This design comes from an exercise in tuning for a short achievable clock period and few clock cycles per item on the open sky130 flow, not from production work. In this exercise RTL edits were held to simulation tests only and were not proved equivalent to the original. Power is estimated from default activity; no workload was simulated.

==> design.v <==
module mrct_encoder (
    input  wire        clk,
    input  wire        rst,
    input  wire        start,
    input  wire        kind,         
    input  wire [11:0] width,
    input  wire [11:0] height,
    input  wire [23:0] src_len,
    input  wire [23:0] dst_cap,
    output wire        src_re,
    output wire [23:0] src_addr,
    input  wire [7:0]  src_rdata,
    output wire        dst_we,
    output wire [23:0] dst_waddr,
    output wire [7:0]  dst_wdata,
    output wire        busy,
    output reg         done,
    output reg         error,
    output reg  [3:0]  err_code,
    output reg  [23:0] src_pos,
    output reg  [23:0] dst_pos,
    output reg  [23:0] err_pos
);
    localparam [3:0] ERR_CONFIG       = 4'd5,
                     ERR_DST_OVERFLOW = 4'd6;
    localparam [4:0] S_IDLE     = 5'd0,
                     S_CFG      = 5'd1,
                     S_SEED_CHK = 5'd2,
                     S_SEED_RD  = 5'd3,
                     S_SEED_WR  = 5'd4,
                     S_LOOP     = 5'd5,
                     S_CAND     = 5'd6,
                     S_RDA      = 5'd7,
                     S_RDB      = 5'd8,
                     S_CMP      = 5'd9,
                     S_DECIDE   = 5'd10,
                     S_FL_CHK   = 5'd11,
                     S_FL_HDR   = 5'd12,
                     S_FL_RD    = 5'd13,
                     S_FL_WR    = 5'd14,
                     S_CP_CHK   = 5'd15,
                     S_CP_WR    = 5'd16;
    localparam [1:0] NX_COPY  = 2'd0,
                     NX_LOOP  = 2'd1,
                     NX_FINAL = 2'd2;
    localparam [16:0] MAX_MATCH = 17'h10000;
    localparam [16:0] MAX_THUNK = 17'h1007E;
    reg  [4:0]  state;
    reg         j_kind;
    reg  [11:0] j_width;
    reg  [11:0] j_height;
    reg  [23:0] j_src_len;
    reg  [23:0] j_dst_cap;
    reg  [23:0] j_total_pix;
    reg  [23:0] current;      
    reg  [23:0] cur_b;        
    reg  [23:0] out_pos;      
    reg  [16:0] lit_len;      
    reg  [23:0] lit_start_b;  
    reg  [16:0] best_len;
    reg  [4:0]  best_idx;
    reg  [5:0]  cand;         
    reg  [16:0] k;            
    reg  [16:0] max_k;        
    reg  [1:0]  b;            
    reg  [23:0] pa;           
    reg  [23:0] pb;           
    reg  [7:0]  ra;           
    reg  [1:0]  hdr_i;        
    reg  [23:0] rd_ptr;
    reg  [18:0] cnt;
    reg  [1:0]  fl_next;
    assign busy = (state != S_IDLE);
    wire        is_pal    = j_kind;
    wire [1:0]  d_m1      = is_pal ? 2'd0 : 2'd2;
    wire [5:0]  tbl_size  = is_pal ? 6'd16 : 6'd32;
    wire [2:0]  c_mask    = is_pal ? 3'd7 : 3'd3;
    wire [1:0]  c_base    = is_pal ? 2'd3 : 2'd1;
    wire [3:0]  c_thr     = is_pal ? 4'd10 : 4'd4;
    wire [1:0]  ign_thr   = is_pal ? 2'd2 : 2'd0;
    wire [2:0]  sh_start  = is_pal ? 3'd3 : 3'd2;
    wire [23:0] total_pix   = j_width * j_height;
    wire [25:0] total_bytes = is_pal ? {2'b00, total_pix} : ({2'b00, total_pix} + {1'b0, total_pix, 1'b0});
    reg  [7:0]  code;
    always @(*) begin
        if (!is_pal) begin
            case (cand[4:0])
                5'd0:  code = 8'hF0;  5'd1:  code = 8'hE0;  5'd2:  code = 8'hD0;  5'd3:  code = 8'hC0;
                5'd4:  code = 8'hB0;  5'd5:  code = 8'hA0;  5'd6:  code = 8'h31;  5'd7:  code = 8'h21;
                5'd8:  code = 8'h11;  5'd9:  code = 8'h01;  5'd10: code = 8'hF1;  5'd11: code = 8'hE1;
                5'd12: code = 8'hD1;  5'd13: code = 8'h32;  5'd14: code = 8'h22;  5'd15: code = 8'h12;
                5'd16: code = 8'h02;  5'd17: code = 8'hF2;  5'd18: code = 8'hE2;  5'd19: code = 8'hD2;
                5'd20: code = 8'h33;  5'd21: code = 8'h23;  5'd22: code = 8'h13;  5'd23: code = 8'h03;
                5'd24: code = 8'hF3;  5'd25: code = 8'hE3;  5'd26: code = 8'hD3;  5'd27: code = 8'h24;
                5'd28: code = 8'h14;  5'd29: code = 8'h04;  5'd30: code = 8'hF4;  default: code = 8'hE4;
            endcase
        end else begin
            case (cand[3:0])
                4'd0:  code = 8'hF0;  4'd1:  code = 8'hE0;  4'd2:  code = 8'hD0;  4'd3:  code = 8'hC0;
                4'd4:  code = 8'h31;  4'd5:  code = 8'h21;  4'd6:  code = 8'h11;  4'd7:  code = 8'h01;
                4'd8:  code = 8'hF1;  4'd9:  code = 8'hE1;  4'd10: code = 8'hD1;  4'd11: code = 8'h22;
                4'd12: code = 8'h12;  4'd13: code = 8'h02;  4'd14: code = 8'hF2;  default: code = 8'hE2;
            endcase
        end
    end
    wire [3:0]         row       = code[3:0];
    wire signed [19:0] col       = {{16{code[7]}}, code[7:4]};
    wire        [19:0] row_w     = row * j_width;
    wire signed [19:0] delta_pix = col - $signed(row_w);
    wire signed [21:0] delta_b   = is_pal ? {{2{delta_pix[19]}}, delta_pix}
                                          : ({{2{delta_pix[19]}}, delta_pix} + {delta_pix[19], delta_pix, 1'b0});
    wire        [21:0] back_b    = -delta_b;      
    wire               cand_bad  = !delta_b[21] || (cur_b < {2'b00, back_b});
    wire [23:0] pix_left = j_total_pix - current;
    wire [16:0] bound_k  = (pix_left > {7'd0, MAX_MATCH}) ? MAX_MATCH : pix_left[16:0];
    wire [16:0] lit_ext    = lit_len - 17'd128;
    wire        lit_long   = (lit_len > 17'd127);
    wire [1:0]  lit_hdr_n  = lit_long ? 2'd3 : 2'd1;
    wire [18:0] lit_bytes  = is_pal ? {2'b00, lit_len} : ({2'b00, lit_len} + {1'b0, lit_len, 1'b0});
    reg  [7:0]  lit_hdr_byte;
    always @(*) begin
        case (hdr_i)
            2'd0:    lit_hdr_byte = lit_long ? 8'h7F : (lit_len[7:0] - 8'd1);
            2'd1:    lit_hdr_byte = lit_ext[7:0];
            default: lit_hdr_byte = lit_ext[15:8];
        endcase
    end
    wire        cp_long   = (best_len >= {13'd0, c_thr});
    wire [16:0] cp_ext    = best_len - {13'd0, c_thr};
    wire [2:0]  cp_count  = cp_long ? c_mask : (best_len[2:0] - {1'b0, c_base});
    wire [7:0]  cp_cmd    = 8'h80 | ({3'd0, best_idx} << sh_start) | {5'd0, cp_count};
    wire [1:0]  cp_n      = cp_long ? 2'd3 : 2'd1;
    wire [18:0] best_bytes = is_pal ? {2'b00, best_len} : ({2'b00, best_len} + {1'b0, best_len, 1'b0});
    reg  [7:0]  cp_byte;
    always @(*) begin
        case (hdr_i)
            2'd0:    cp_byte = cp_cmd;
            2'd1:    cp_byte = cp_ext[7:0];
            default: cp_byte = cp_ext[15:8];
        endcase
    end
    assign src_re    = (state == S_SEED_RD) || (state == S_RDA) || (state == S_RDB) || (state == S_FL_RD);
    assign src_addr  = (state == S_RDA) ? pa : (state == S_RDB) ? pb : rd_ptr;
    assign dst_we    = (state == S_SEED_WR) || (state == S_FL_HDR) || (state == S_FL_WR) || (state == S_CP_WR);
    assign dst_waddr = out_pos;
    assign dst_wdata = (state == S_FL_HDR) ? lit_hdr_byte :
                       (state == S_CP_WR)  ? cp_byte : src_rdata;
    task finish_err(input [3:0] code_in);
        begin
            state    <= S_IDLE;
            error    <= 1'b1;
            err_code <= code_in;
            if (code_in == ERR_CONFIG) begin
                src_pos <= 24'd0;
                dst_pos <= 24'd0;
                err_pos <= 24'd0;
            end else begin
                src_pos <= cur_b;
                dst_pos <= out_pos;
                err_pos <= current;
            end
        end
    endtask
    task end_candidate(input [16:0] kk);
        begin
            if (kk > best_len) begin
                best_len <= kk;
                best_idx <= cand[4:0];
            end
            cand  <= cand + 6'd1;
            state <= S_CAND;
        end
    endtask
    always @(posedge clk) begin
        if (rst) begin
            state    <= S_IDLE;
            done     <= 1'b0;
            error    <= 1'b0;
            err_code <= 4'd0;
            src_pos  <= 24'd0;
            dst_pos  <= 24'd0;
            err_pos  <= 24'd0;
        end else begin
            case (state)
                S_IDLE: begin
                    if (start) begin
                        j_kind    <= kind;
                        j_width   <= width;
                        j_height  <= height;
                        j_src_len <= src_len;
                        j_dst_cap <= dst_cap;
                        done      <= 1'b0;
                        error     <= 1'b0;
                        err_code  <= 4'd0;
                        err_pos   <= 24'd0;
                        state     <= S_CFG;
                    end
                end
                S_CFG: begin
                    j_total_pix <= total_pix;
                    current     <= 24'd1;
                    cur_b       <= is_pal ? 24'd1 : 24'd3;
                    out_pos     <= 24'd0;
                    lit_len     <= 17'd0;
                    rd_ptr      <= 24'd0;
                    if (total_pix == 24'd0 || total_bytes > 26'hFFFFFF ||
                        {2'b00, j_src_len} < total_bytes)
                        finish_err(ERR_CONFIG);
                    else
                        state <= S_SEED_CHK;
                end
                S_SEED_CHK: begin
                    if (j_dst_cap < (is_pal ? 24'd1 : 24'd3)) finish_err(ERR_DST_OVERFLOW);
                    else                                      state <= S_SEED_RD;
                end
                S_SEED_RD: begin
                    state <= S_SEED_WR;
                end
                S_SEED_WR: begin
                    out_pos <= out_pos + 24'd1;
                    rd_ptr  <= rd_ptr + 24'd1;
                    if (rd_ptr[1:0] == d_m1) state <= S_LOOP;
                    else                     state <= S_SEED_RD;
                end
                S_LOOP: begin
                    best_len <= 17'd0;
                    best_idx <= 5'd0;
                    cand     <= 6'd0;
                    if (current >= j_total_pix) begin
                        fl_next <= NX_FINAL;
                        state   <= S_FL_CHK;
                    end else begin
                        state   <= S_CAND;
                    end
                end
                S_CAND: begin
                    if (cand == tbl_size) begin
                        state <= S_DECIDE;
                    end else if (cand_bad) begin
                        cand <= cand + 6'd1;
                    end else begin
                        pa    <= cur_b - {2'b00, back_b};
                        pb    <= cur_b;
                        k     <= 17'd0;
                        b     <= 2'd0;
                        max_k <= bound_k;
                        state <= S_RDA;
                    end
                end
                S_RDA: begin
                    state <= S_RDB;
                end
                S_RDB: begin
                    ra    <= src_rdata;
                    state <= S_CMP;
                end
                S_CMP: begin
                    if (ra != src_rdata) begin
                        end_candidate(k);
                    end else begin
                        pa <= pa + 24'd1;
                        pb <= pb + 24'd1;
                        if (b == d_m1) begin
                            b <= 2'd0;
                            k <= k + 17'd1;
                            if (k + 17'd1 == max_k) end_candidate(k + 17'd1);
                            else                    state <= S_RDA;
                        end else begin
                            b     <= b + 2'd1;
                            state <= S_RDA;
                        end
                    end
                end
                S_DECIDE: begin
                    if (best_len > {15'd0, ign_thr}) begin
                        fl_next <= NX_COPY;
                        state   <= S_FL_CHK;
                    end else begin
                        if (lit_len == 17'd0) lit_start_b <= cur_b;
                        lit_len <= lit_len + 17'd1;
                        current <= current + 24'd1;
                        cur_b   <= cur_b + (is_pal ? 24'd1 : 24'd3);
                        if (lit_len + 17'd1 == MAX_THUNK) begin
                            fl_next <= NX_LOOP;
                            state   <= S_FL_CHK;
                        end else begin
                            state   <= S_LOOP;
                        end
                    end
                end
                S_FL_CHK: begin
                    hdr_i <= 2'd0;
                    if (lit_len == 17'd0) begin
                        case (fl_next)
                            NX_COPY: state <= S_CP_CHK;
                            NX_LOOP: state <= S_LOOP;
                            default: begin
                                state   <= S_IDLE;
                                done    <= 1'b1;
                                src_pos <= cur_b;
                                dst_pos <= out_pos;
                            end
                        endcase
                    end else if ({1'b0, out_pos} + {23'd0, lit_hdr_n} + {6'd0, lit_bytes} > {1'b0, j_dst_cap}) begin
                        finish_err(ERR_DST_OVERFLOW);
                    end else begin
                        state <= S_FL_HDR;
                    end
                end
                S_FL_HDR: begin
                    out_pos <= out_pos + 24'd1;
                    hdr_i   <= hdr_i + 2'd1;
                    if (hdr_i == lit_hdr_n - 2'd1) begin
                        rd_ptr <= lit_start_b;
                        cnt    <= lit_bytes;
                        state  <= S_FL_RD;
                    end
                end
                S_FL_RD: begin
                    state <= S_FL_WR;
                end
                S_FL_WR: begin
                    out_pos <= out_pos + 24'd1;
                    rd_ptr  <= rd_ptr + 24'd1;
                    cnt     <= cnt - 19'd1;
                    if (cnt == 19'd1) begin
                        lit_len <= 17'd0;
                        state   <= S_FL_CHK;
                    end else begin
                        state   <= S_FL_RD;
                    end
                end
                S_CP_CHK: begin
                    hdr_i <= 2'd0;
                    if ({1'b0, out_pos} + {23'd0, cp_n} > {1'b0, j_dst_cap}) finish_err(ERR_DST_OVERFLOW);
                    else                                      state <= S_CP_WR;
                end
                S_CP_WR: begin
                    out_pos <= out_pos + 24'd1;
                    hdr_i   <= hdr_i + 2'd1;
                    if (hdr_i == cp_n - 2'd1) begin
                        current <= current + {7'd0, best_len};
                        cur_b   <= cur_b + {5'd0, best_bytes};
                        state   <= S_LOOP;
                    end
                end
                default: state <= S_IDLE;
            endcase
        end
    end
endmodule
==> run.sh <==
#!/bin/bash
# synth_recipe.tcl (not shown) runs the flow's synth.tcl, then flattens the netlist and writes it again
# the make line also repeats each setting of config.mk as NAME=value (left out here)
make -C /OpenROAD-flow-scripts/flow DESIGN_CONFIG=/design/flow/config.mk WORK_HOME=/design/flow/orfs CLKGATE_MAP_FILE= SYNTH_SCRIPT=/design/flow/synth_recipe.tcl finish
==> config.mk <==
export PLATFORM = sky130hd
export DESIGN_NAME = mrct_encoder
export DESIGN_NICKNAME = mrct_encoder
export VERILOG_FILES = /design/flow/design.v
export SDC_FILE = /design/flow/constraint.sdc
export NUM_CORES = 4
export LEC_CHECK = 0
export CAP_MARGIN = 20
export CORE_MARGIN = 2
export CORE_UTILIZATION = 40
export SLEW_MARGIN = 20
==> constraint.sdc <==
create_clock -name core_clock -period 12.0 [get_ports {clk}]
set_input_delay 2.4000 -clock core_clock [delete_from_list [all_inputs] [get_ports {clk}]]
set_output_delay 2.4000 -clock core_clock [all_outputs]
set_load 0.01 [all_outputs]
==> flow_metrics.py, run 1 <==
metrics = {
    "place": {
        "hpwlAfterDp_mm": 93.4,
        "port_buffers": 219,
        "gp_routability_congestion": 0.921,
        "placed_instance_count": 6220,
    },
    "grt": {
        "grt_pass1_wl_mm": 190,
        "antenna_found_initial": 3,
        "grt_start_max_net_pins": 81,
        "via_count_of_the_first_global_routing_pass": 33400,
        "globalRouteOverflowTotal": 0,
        "global_route.usage.total_pct": 22.1,
    },
    "yosys": {
        "netlist_top_cells_area": "edfxtp_1 27%, ha_1 14%, fa_1 5.8%",
        "synth_ff_type": "edfxtp_1",
        "synth_fp_nets": 5431,
        "yosysTopAreaCellShare_pct": 26.6,
        "synth_edf_count": 377,
        "synth-warning-count": 1,
        "ys_types": 107,
        "synth.cell_area_sq_mm": 0.0426,
        "cells_after_synthesis": 4748,
        "synth-async-reset-ratio_pct": 0,
        "synth_seq_cells": 471,
        "synth_top_cell_by_area": "edfxtp_1",
        "postSynthAreaPerCell_sq_um": 8.98,
        "synth.yosys.seq_area_share_pct": 31.0,
    },
    "pwr": {
        "powerDensity_mw_per_mm2": 256,
        "power.total_w": 0.0123,
        "ir_worst_vdd_uv": 633,
        "power_leakage_nw": 19.6,
    },
    "run": {
        "timing.max_cap.violations": 0,
    },
    "setup_path": {
        "critPathKind": "register to register",
        "endpoint_kind": "register",
        "worst_path_dominant_cell_family": "compound AO/OA/AOI/OAI gates",
        "worst-path-max-fanout": 16,
        "timing.critical_path.arrival_ns": 11.65,
        "critical_path.slowest_cell": "or4_4",
        "path_buf_inv": 4,
        "worst-endpoint-required_ns": 12.59,
        "worst_setup_path_start_kind": "register",
        "cpPeakStageDelay_ns": 0.56,
    },
    "timing": {
        "rsz_0062_raised_after_global_routing": "false",
        "max_clock_freq_mhz": 90.4,
        "fin_skew_ns": 0.0352,
        "hold_violations": 0,
        "post-route-min-period_ns": 11.06,
        "slew_viol_final": 0,
        "finalCritPeriodShare_pct": 92.2,
        "max-slew-margin-rel_pct": 29.4,
        "timing.setup.tns_ns": 0,
        "finalSetupViolCount": 0,
        "worst_slew_pin_slew_ns": 1.05,
    },
    "finish": {
        "final_cell_count_no_fill": 6332,
        "drive_gt1_share_pct": 4.49,
        "mostFrequentLayoutCells": "475 x ha_1, 467 x nand2_1, 401 x nor2_1",
        "syn2layout_area_growth_pct": 12.8,
        "final_layout_net_count": 5575,
        "mostFrequentLayoutCell": "ha_1",
    },
    "detailed_routing": {
        "drt-wirelength-per-cell_um": 19.3,
        "met3WireLength_mm": 6.05,
        "met1Wirelength_mm": 55.4,
        "firstDrtPassIters": 6,
        "remaining_drc_errors": 0,
        "detailroute.via_count": 34200,
        "final_wl_mm": 122,
        "detail-route-antenna-nets": 0,
        "topRoutingLayerUsed": "met4",
        "drtIter0Drc": 2459,
        "vias_per_cell": 5.41,
        "routed_met2_length_mm": 56.3,
    },
    "floorplanning": {
        "die_area_sq_mm": 0.109,
        "die_w_um": 330,
        "die_h_um": 330,
        "rows": 119,
        "io-pin-count": 221,
        "core_sq_mm": 0.105,
        "initial_utilization_pct": 40.4,
    },
    "clock_tree": {
        "clock_tree_from_tritoncts": "yes",
        "worst_skew_pair.late_latency_ns": 0.68,
        "clockRootBuffer": "clkbuf_16",
        "cts.clk_slew.worst_paths_ns": 0.07,
        "cts_htree_levels": 2,
        "cts_made_buffers": 58,
        "clock_tree.buffer_depth": 3,
        "numClockSinks": 471,
        "hold_buffers": 0,
    },
    "run_status": {
        "result_of_the_run": "complete, no violations",
    },
    "min_path": {
        "min-delay-path-class": "register to register",
    },
}
[routing by layer]
layer  vias to the layer above  global-route usage, %
li1                      16900                      -
met1                     16400                   29.7
met2                       772                   36.2
met3                       204                   3.28
met4                         0                   8.04
met5                         -                      0
[report_power, final]
group | total, W | leakage [nW] | switching [W] | internal, W
sequential | 0.00209 | 4.28 | 0.000121 | 0.00197
combinational | 0.00850 | 14.4 | 0.00488 | 0.00362
clock | 0.00173 | 0.904 | 0.000760 | 0.000967
total | 0.0123 | 19.6 | 0.00577 | 0.00656
[sequential cells by signal, summed over array words and instances (netlist names), 17 cells and up, named ones only]
register / flops
best_len: 17
pa: 24
j_total_pix: 24
dst_pos: 24
max_k: 17
cur_b: 24
j_dst_cap: 24
lit_start_b: 24
rd_ptr: 24
err_pos: 24
j_src_len: 24
cnt: 19
lit_len: 17
out_pos: 24
k: 17
pb: 24
src_pos: 24
current: 24
[synthesized netlist by cell type, drive strengths merged (11+ instances only)]
master   instances
o21ai          293
nor3b           16
o21a            51
inv            382
ha             475
nand2          467
fa             124
nand4           62
xor2           156
nand3          127
and4            11
or2             21
dfxtp           94
nor2           406
buf             20
clkbuf         159
mux2            14
o31ai           23
a21boi          20
and2            90
a21o            82
xnor2          266
nand2b          95
or3             40
o21bai          33
mux2i           97
a2111oi         15
a211oi          24
a21oi          288
o211ai          16
nor4            32
nor3            94
nor2b           89
and3            33
edfxtp         377
a31oi           16
[worst min-delay path, cell delays in order (launching register included)]
cell      delay [ns]
dfxtp_1         0.31
nand2b_1        0.06
mux2i_1         0.06
[path summary, 6_finish.rpt]
kind	depth (start not counted)	slack (ns)	startpoint	end
setup / recovery	44	0.94	j_kind$_DFFE_PP_	register
hold / removal	2	0.47	dst_pos[20]$_SDFFE_PP0P_	dst_pos[20]$_SDFFE_PP0P_
setup reg to reg	44	0.94	j_kind$_DFFE_PP_	register
hold reg to reg	2	0.47	dst_pos[20]$_SDFFE_PP0P_	dst_pos[20]$_SDFFE_PP0P_
[area by class of cell]
type | count | area (sq um)
antenna | 1 | 2.50
sequential | 471 | 13200
clock buffer | 76 | 1570
tap | 1391 | 1740
clock inverter | 32 | 256
multi-input combinational | 3715 | 27300
inverter | 383 | 1440
fill | 10200 | 57300
timing repair buffer | 263 | 2530
[logic make-up after synthesis]
| logic type | synth area share [%] |
|---|---|
| muxes | 2.67 |
| and+or+nand+nor | 18.2 |
| AOI/OAI and AO/OA | 14.2 |
| other | 0.00880 |
| adders and majority gates | 19.8 |
| buffers and inverters | 5.21 |
| DFF | 31.0 |
| xor gates and xnor gates | 8.92 |
[per-stage QoR]
stage          setup slack [ns]  utilization, %  hold WS (ns)  instance area (sq um)
2_1_floorplan            0.0259               -         0.424                  42600
3_3_place_gp              0.914            43.8         0.457                  46200
3_5_place_dp              0.740            43.8         0.462                  46200
4_1_cts                   0.700            45.6         0.476                  48000
5_1_grt                  0.0323            45.6         0.490                  48100
6_report                  0.941            45.6         0.473                  48100
[timing repair]
action | 4_1_cts | 5_1_grt
endpoints found under the setup margin | 0 | 7
setup buffers | 0 | 2
resized for setup | 0 | 1
Testbench counts, summed over its fixed seeds: cycles 1,215,933, bytes 74,379.
==> run 2, diff against run 1 <==
--- a/config.mk
+++ b/config.mk
@@ -5,7 +5,9 @@
 export SDC_FILE = /design/flow/constraint.sdc
 export NUM_CORES = 4
 export LEC_CHECK = 0
+export ABC_CLOCK_PERIOD_IN_PS = 4000
 export CAP_MARGIN = 20
 export CORE_MARGIN = 2
 export CORE_UTILIZATION = 40
+export SETUP_SLACK_MARGIN = 5
 export SLEW_MARGIN = 20
==> run 2 against run 1 <==
Fmax grew 15%. Sequential cell count did not move. Highest routed layer is now met5. Combinational power grew 26%. Largest cell class unchanged. Utilization increased by 4.6 points. Worst setup slack better by 1.4 ns.
==> flow_metrics.py, run 2 <==
metrics = {
    "finish": {
        "syn2layout_area_growth_pct": 24.2,
        "drive_gt1_share_pct": 15.3,
        "final_cell_count_no_fill": 6627,
        "mostFrequentLayoutCells": "457 x nand2_1, 436 x ha_1, 380 x nor2_1",
        "final_area_sq_mm": 0.0529,
        "mostFrequentLayoutCell": "nand2_1",
        "final_layout_net_count": 5870,
    },
    "detailed_routing": {
        "vias_per_cell": 5.44,
        "final_wl_mm": 132,
        "detail-route-antenna-nets": 0,
        "remaining_drc_errors": 0,
        "drt-wirelength-per-cell_um": 19.9,
        "detailroute.via_count": 36100,
        "firstDrtPassIters": 5,
        "drtIter0Drc": 2885,
    },
    "grt": {
        "grt_start_max_net_pins": 78,
        "grt_pass1_wl_mm": 202,
        "via_count_of_the_first_global_routing_pass": 34600,
        "globalRouteOverflowTotal": 0,
        "global_route.usage.total_pct": 23.5,
        "antenna_found_initial": 2,
    },
    "floorplanning": {
        "core_sq_mm": 0.105,
        "die_area_sq_mm": 0.109,
        "initial_utilization_pct": 40.4,
        "rows": 119,
        "die_w_um": 330,
        "io-pin-count": 221,
        "die_h_um": 330,
    },
    "yosys": {
        "synth.yosys.seq_area_share_pct": 31.0,
        "synth_common_cells": "475 x ha_1, 467 x nand2_1, 406 x nor2_1",
        "cells_after_synthesis": 4748,
        "yosysTopAreaCellShare_pct": 26.6,
        "synth-async-reset-ratio_pct": 0,
        "synth.cell_area_sq_mm": 0.0426,
        "synth_edf_count": 377,
        "ys_types": 107,
        "synth_ff_type": "edfxtp_1",
        "postSynthAreaPerCell_sq_um": 8.98,
        "synth_fp_nets": 5431,
        "synth-warning-count": 1,
        "synth_top_cell_by_area": "edfxtp_1",
        "netlist_top_cells_area": "edfxtp_1 27%, ha_1 14%, fa_1 5.8%",
        "synth_seq_cells": 471,
        "yosys.cell_count.top_type": "ha_1",
    },
    "setup_path": {
        "critPathKind": "register to register",
        "worst_setup_path_start_kind": "register",
        "timing.critical_path.arrival_ns": 10.21,
        "worst-path-max-fanout": 12,
        "cpPeakStageDelay_ns": 0.59,
        "endpoint_kind": "register",
        "worst-endpoint-required_ns": 12.59,
        "critical_path.slowest_cell": "fa_1",
    },
    "timing": {
        "rsz_0062_raised_after_global_routing": "true",
        "finalCritPeriodShare_pct": 80.2,
        "finalSetupViolCount": 0,
        "max_clock_freq_mhz": 104,
        "hold_violations": 0,
        "max-slew-margin-rel_pct": 29.8,
        "timing.setup.tns_ns": 0,
        "finalHoldWorstSlack_ns": 0.470,
        "slew_viol_final": 0,
        "fin_skew_ns": 0.0495,
        "post-route-min-period_ns": 9.62,
        "worst_slew_pin_slew_ns": 1.05,
    },
    "clock_tree": {
        "cts.clk_slew.worst_paths_ns": 0.06,
        "cts_htree_levels": 2,
        "cts_made_buffers": 59,
        "worst_skew_pair.late_latency_ns": 0.71,
        "numClockSinks": 471,
        "hold_buffers": 0,
        "clockRootBuffer": "clkbuf_16",
        "clock_tree.buffer_depth": 3,
        "clock_tree_from_tritoncts": "yes",
    },
    "place": {
        "port_buffers": 219,
        "placed_instance_count": 6217,
        "placement.cell_area_sq_mm": 0.0465,
        "gp_routability_congestion": 0.946,
        "hpwlAfterDp_mm": 93.0,
    },
    "pwr": {
        "power.switching_fraction_pct": 45.4,
        "netSwitchingPower_w": 0.00663,
        "ir_worst_vdd_uv": 755,
        "power.combinational.fraction_pct": 73.3,
        "clock_power_share_pct": 12.5,
        "seq_power_share_pct": 14.2,
        "internal_power_w": 0.00797,
        "powerDensity_mw_per_mm2": 276,
        "power.total_w": 0.0146,
        "power_leakage_nw": 21.7,
    },
    "run": {
        "timing.max_cap.violations": 0,
    },
    "run_status": {
        "result_of_the_run": "complete, no violations",
    },
    "min_path": {
        "min-delay-path-class": "register to register",
    },
}
## run 2: changes by cell type in the layout (fill, tap and decap cells not counted), sizes merged
cell	previous run	this run
buf	45	330
clkdlybuf4s50	218	211
bufbuf	0	5
inv	386	381
clkinvlp	2	6
dlymetal6s2s	0	4
bufinv	2	5
clkbuf	76	74
clkinv	25	27
mux2	14	16
o21a	51	53
or2	21	23
## run 2: cells by family after synthesis
kind of cell    share of synthesized area [%]
mux                                      2.67
flops                                    31.0
other cells                           0.00880
buf+inv                                  5.21
fa+ha+maj                                19.8
simple gates                             18.2
compound gates                           14.2
xor+xnor                                 8.92
## run 2: routing by layer
layer	up-vias	track usage [%]	share of wire [%]
met4	4	6.74	3.1
met1	17400	32.7	45
met5	-	0	0.021
met3	216	2.44	4.9
met2	921	38.8	47
li1	17500	-	-
## run 2: worst paths after layout
kind / startpoint / endpoint / slack (ns) / cells after the start
setup / recovery: j_kind$_DFFE_PP_ / register / 2.38 / 40
hold / removal: error$_SDFFE_PP0P_ / error$_SDFFE_PP0P_ / 0.47 / 2
setup reg to reg: j_kind$_DFFE_PP_ / register / 2.38 / 40
hold reg to reg: error$_SDFFE_PP0P_ / error$_SDFFE_PP0P_ / 0.47 / 2
## run 2: worst max-delay path: cells and delay by family (launching register included)
kind | cells | cell delay [ns]
AOI/OAI and AO/OA | 17 | 3.24
and+or+nand+nor | 8 | 2.00
adders and majority gates | 6 | 1.98
muxes | 2 | 0.79
buffers and inverters | 4 | 0.54
DFF | 1 | 0.51
xor gates and xnor gates | 3 | 0.44
## run 2: per-stage QoR
stage                     setup WS, ns  utilization (%)
after floorplan                   1.05                -
after global placement           0.886             44.1
after detailed placement         0.701             44.1
after CTS                         2.44             49.1
after global routing              1.88             50.2
final                             2.38             50.2
## run 2: what timing repair did
action,4_1_cts,5_1_grt
resized for setup,291,178
cloned,26,0
pin swaps,103,98
endpoints found under the setup margin,205,206
buffers inserted,201,73
## run 2: layout make-up
cell class | count | area, sq um
inverters | 383 | 1450
clock inverters | 36 | 400
multi-input cells | 3721 | 29100
well taps | 1391 | 1740
diodes | 1 | 2.50
fillers | 9791 | 52500
flip-flops and latches | 471 | 13200
clock buffers | 73 | 1590
repair buffers | 551 | 5440
## run 2: power by group through the flow
stage | clock network [W] | logic, W | registers (W)
final | 0.00183 | 0.0107 | 0.00207
after global routing | 0.00193 | 0.0118 | 0.00208
after CTS | 0.00187 | 0.0100 | 0.00207
after detailed placement | 0 | 0.00873 | 0.00212
after global placement | 0 | 0.00867 | 0.00212
after floorplan | 0 | 0.00697 | 0.00206

separate check: timing with driven ports:
No port has a modelled driver above. Below, the same layouts with a new extraction and two added sets of constraints. Step 1 sets driving cells, clkbuf_16 on the clock port and buf_2 on the other inputs (assumed; they add their load-dependent delay and slew). Step 2 also shifts input and output timing later by t, the mid clock arrival at the registers, as if the neighbouring blocks saw the same clock. Slacks: ideal / step 1 / step 2; pairs: ideal / step 1.
run	t, ns	setup slack, ns	worst setup path at the end	worst data-port slew with drivers (ns)
run 1	0.732	0.941 / 0.941 / 0.941	register to register	0.16
run 2	0.751	2.379 / 2.379 / 2.379	register to register	0.09
After both steps setup and hold are still met in every run listed.
